From an optimization exercise on the open Yosys and OpenROAD flow, aimed at small area, a short achievable clock period and few clock cycles per item; shortcuts taken in it are not production practice.
Only simulation tests tie the RTL to the original design; equivalence was not proved.
Power figures rest on the tool's default switching activity, not on a simulated workload. The clock port is modelled as an ideal driver; clocking choices that lean on that would not hold on a real chip.

## cfl_parse
module cfl_parse (
    input  wire        clk,
    input  wire        rst,
    input  wire        in_valid,
    output wire        in_ready,
    input  wire [7:0]  in_data,
    input  wire        in_last,
    input  wire [7:0]  in_ch,
    output reg         res_valid,
    output wire [3:0]  res_code,
    output reg         pok,
    output wire [7:0]  pch,
    output wire [63:0] pf1_mant,
    output wire [63:0] pf2_mant,
    output wire [63:0] pf3_mant,
    output wire [63:0] pf4_mant,
    output wire [63:0] pf5_mant,
    output wire [7:0]  pf1_scale,
    output wire [7:0]  pf2_scale,
    output wire [7:0]  pf3_scale,
    output wire [7:0]  pf4_scale,
    output wire [7:0]  pf5_scale,
    output reg  [7:0]  pgas_off,
    output reg  [7:0]  pgas_len
);
Size in the first run: roughly 1800 cells after synthesis, about 780 flip-flops, about 410 I/O pins.
export LEC_CHECK = 0
export CAP_MARGIN = 20
export CORE_MARGIN = 2
export CORE_UTILIZATION = 40
export SETUP_SLACK_MARGIN = 3.8
export SLEW_MARGIN = 20
create_clock -name core_clock -period 6.0 [get_ports {clk}]
standard.sh (not shown) runs the stock make flow with config.mk's settings and CLKGATE_MAP_FILE= SYNTH_SCRIPT=/design/flow/synth_recipe.tcl, a recipe that flattens the netlist after the stock synthesis.
==> flow/flow/run.sh <==
#!/bin/bash
# The standard layout (standard.sh, ORFS synthesis to finish), with two
# changes to how cells are chosen:
#  - port buffers are buf_1 cells (ORFS otherwise picks clkdlybuf4s50_1);
#  - clock tree synthesis uses no dummy loads, and clusters of up to 32 sinks.
# Each step's full output is kept in this folder: make.log here, and ORFS's
# per-step logs under orfs/logs.
set -euo pipefail
export BUFFER_PORTS_ARGS="-buffer_cell sky130_fd_sc_hd__buf_1"
export CTS_ARGS="-sink_clustering_enable -repair_clock_nets -dont_use_dummy_load -sink_clustering_size 32 -sink_clustering_max_diameter 100"
bash ./standard.sh finish > make.log 2>&1
The baseline ran to the end with no violations.
Testbench counts at the start, summed over its fixed seeds: cycles 71,194, lines 1,600.
Change:
==> flow/flow/run.sh (replaced) <==
#!/bin/bash
# The standard layout (standard.sh, ORFS synthesis to finish), with two
# changes to how cells are chosen:
#  - port buffers are buf_1 cells (ORFS otherwise picks clkdlybuf4s50_1);
#  - clock tree synthesis uses no dummy loads, and clusters of up to 28 sinks.
# Each step's full output is kept in this folder: make.log here, and ORFS's
# per-step logs under orfs/logs.
set -euo pipefail
export BUFFER_PORTS_ARGS="-buffer_cell sky130_fd_sc_hd__buf_1"
export CTS_ARGS="-sink_clustering_enable -repair_clock_nets -dont_use_dummy_load -sink_clustering_size 28 -sink_clustering_max_diameter 90"
bash ./standard.sh finish > make.log 2>&1
--- a/flow/config.mk
+++ b/flow/config.mk
@@ -10,3 +10,3 @@
 export CORE_UTILIZATION = 40
-export SETUP_SLACK_MARGIN = 3.8
+export SETUP_SLACK_MARGIN = 3.5
 export SLEW_MARGIN = 20
Cell count is lower by 5.0%.
Setup slack degrades by 0.12 ns.
Wire length came out lower by 15%.
Sequential share of layout area goes up by 7.1 points.
Non-clock buffer count fell by 166.
Clock-buffer cell count climbs by 3.
Clock skew goes down by 0.014 ns.
Combinational power fell by 54%.
Design area shrinks by 14%.
Power shrinks by 13%.
Change:
==> flow/flow/run.sh (replaced) <==
#!/bin/bash
# The standard layout (standard.sh, ORFS synthesis to finish), with two
# changes to how cells are chosen:
#  - port buffers are buf_1 cells (ORFS otherwise picks clkdlybuf4s50_1);
#  - clock tree synthesis uses no dummy loads, and clusters of up to 32 sinks.
# Each step's full output is kept in this folder: make.log here, and ORFS's
# per-step logs under orfs/logs.
set -euo pipefail
export BUFFER_PORTS_ARGS="-buffer_cell sky130_fd_sc_hd__buf_1"
export CTS_ARGS="-sink_clustering_enable -repair_clock_nets -dont_use_dummy_load -sink_clustering_size 32 -sink_clustering_max_diameter 100"
bash ./standard.sh finish > make.log 2>&1
--- a/flow/config.mk
+++ b/flow/config.mk
@@ -10,3 +10,3 @@
 export CORE_UTILIZATION = 40
-export SETUP_SLACK_MARGIN = 3.5
+export SETUP_SLACK_MARGIN = 3.6
 export SLEW_MARGIN = 20
Effect:
- cell area came out higher slightly
- sequential cell count does not change
- first-iteration DRC count climbs by a few percent
- hold slack loses 0.048 ns
- clock-buffer cell count came out lower by 3
- register-to-register slack gets better by 0.05 ns
- sequential share of layout area fell by 0.50 points
- wire length rises slightly
- clock skew drops by 0.012 ns
Change:
--- a/flow/config.mk
+++ b/flow/config.mk
@@ -9,4 +9,5 @@
 export CORE_MARGIN = 2
-export CORE_UTILIZATION = 40
-export SETUP_SLACK_MARGIN = 3.6
+export CORE_UTILIZATION = 60
+export PLACE_DENSITY = 0.75
+export SETUP_SLACK_MARGIN = 3.5
 export SLEW_MARGIN = 20
After rerunning:
- setup slack degrades by 0.10 ns
- total power came out lower by 2.8%
- cell count came out lower by 10%
- die area came out lower by about 33%
Change:
--- a/flow/config.mk
+++ b/flow/config.mk
@@ -9,5 +9,4 @@
 export CORE_MARGIN = 2
-export CORE_UTILIZATION = 60
-export PLACE_DENSITY = 0.75
-export SETUP_SLACK_MARGIN = 3.5
+export CORE_UTILIZATION = 40
+export SETUP_SLACK_MARGIN = 3.3
 export SLEW_MARGIN = 20
Global-route usage falls by 6.4 points.
Power went up by 1.1%.
Worst hold slack is worse by 0.018 ns.
Fmax rises by 1.5%.
Synthesized area does not change.
Cell area went down by 1.4%.
Setup slack is better by 0.041 ns.
Clock power climbs by about 5%.
First-iteration DRC count is higher by 17%.

========
cfl_parse, a different RTL version from the one above (not shown whole).
Size in the first run: ~410 I/O pins.
Settings: LEC_CHECK=0, CAP_MARGIN=20, CORE_MARGIN=2, CORE_UTILIZATION=40, SLEW_MARGIN=20; clock period 6.0 ns.
run.sh (not shown) runs the stock make flow with config.mk's settings and CLKGATE_MAP_FILE= SYNTH_SCRIPT=/design/flow/synth_recipe.tcl, a recipe that flattens the netlist after the stock synthesis.
Stock flow here: none of the scripts above is used.
Testbench counts at the start, summed over its fixed seeds: cycles 71,130, lines 1,600.
Then changed:
SETUP_SLACK_MARGIN = 3.0   (was default)
Result: Via count came out higher by about 1.8%; maximum frequency went up by about 15%; total power rose by 1.3%; wire length climbs by about 1.6%.

==> re-timing with driven ports <==
How much do the figures lean on ideal ports? The routed layouts below were timed once more, with nothing changed but the port constraints. Step 1, drivers: a clkbuf_16 drives clk and a buf_2 each remaining input, both assumed. Step 2, shift: input delay + t, output delay - t, t = (earliest + latest rising clock arrival at the registers) / 2. This alone moves slack from input paths to output paths. a / b / c = ideal ports / drivers / drivers and shift; a / b = the first two.
| run | shift t [ns] | setup slack, ns | worst slew at a driven data input, ns |
|---|---|---|---|
| the first run of note 1 | 0.615 | 3.383 / 3.383 / 3.291 | 0.04 |
| the second run of note 1 | 0.619 | 3.267 / 3.267 / 3.267 | 0.05 |
| the third run of note 1 | 0.624 | 3.315 / 3.315 / 3.315 | 0.05 |
| the fourth run of note 1 | 0.634 | 3.216 / 3.216 / 3.216 | 0.05 |
| the fifth run of note 1 | 0.665 | 3.256 / 3.256 / 3.256 | 0.05 |
| the first run of note 2 | 0.662 | 2.053 / 2.053 / 2.053 | 0.04 |
| the second run of note 2 | 0.655 | 2.579 / 2.579 / 2.579 | 0.04 |
After both steps setup and hold are still met in every run listed. For the first run of note 1, which loses most, drivers alone change the setup slack by 0.000 ns; drivers and shift together by -0.092 ns.
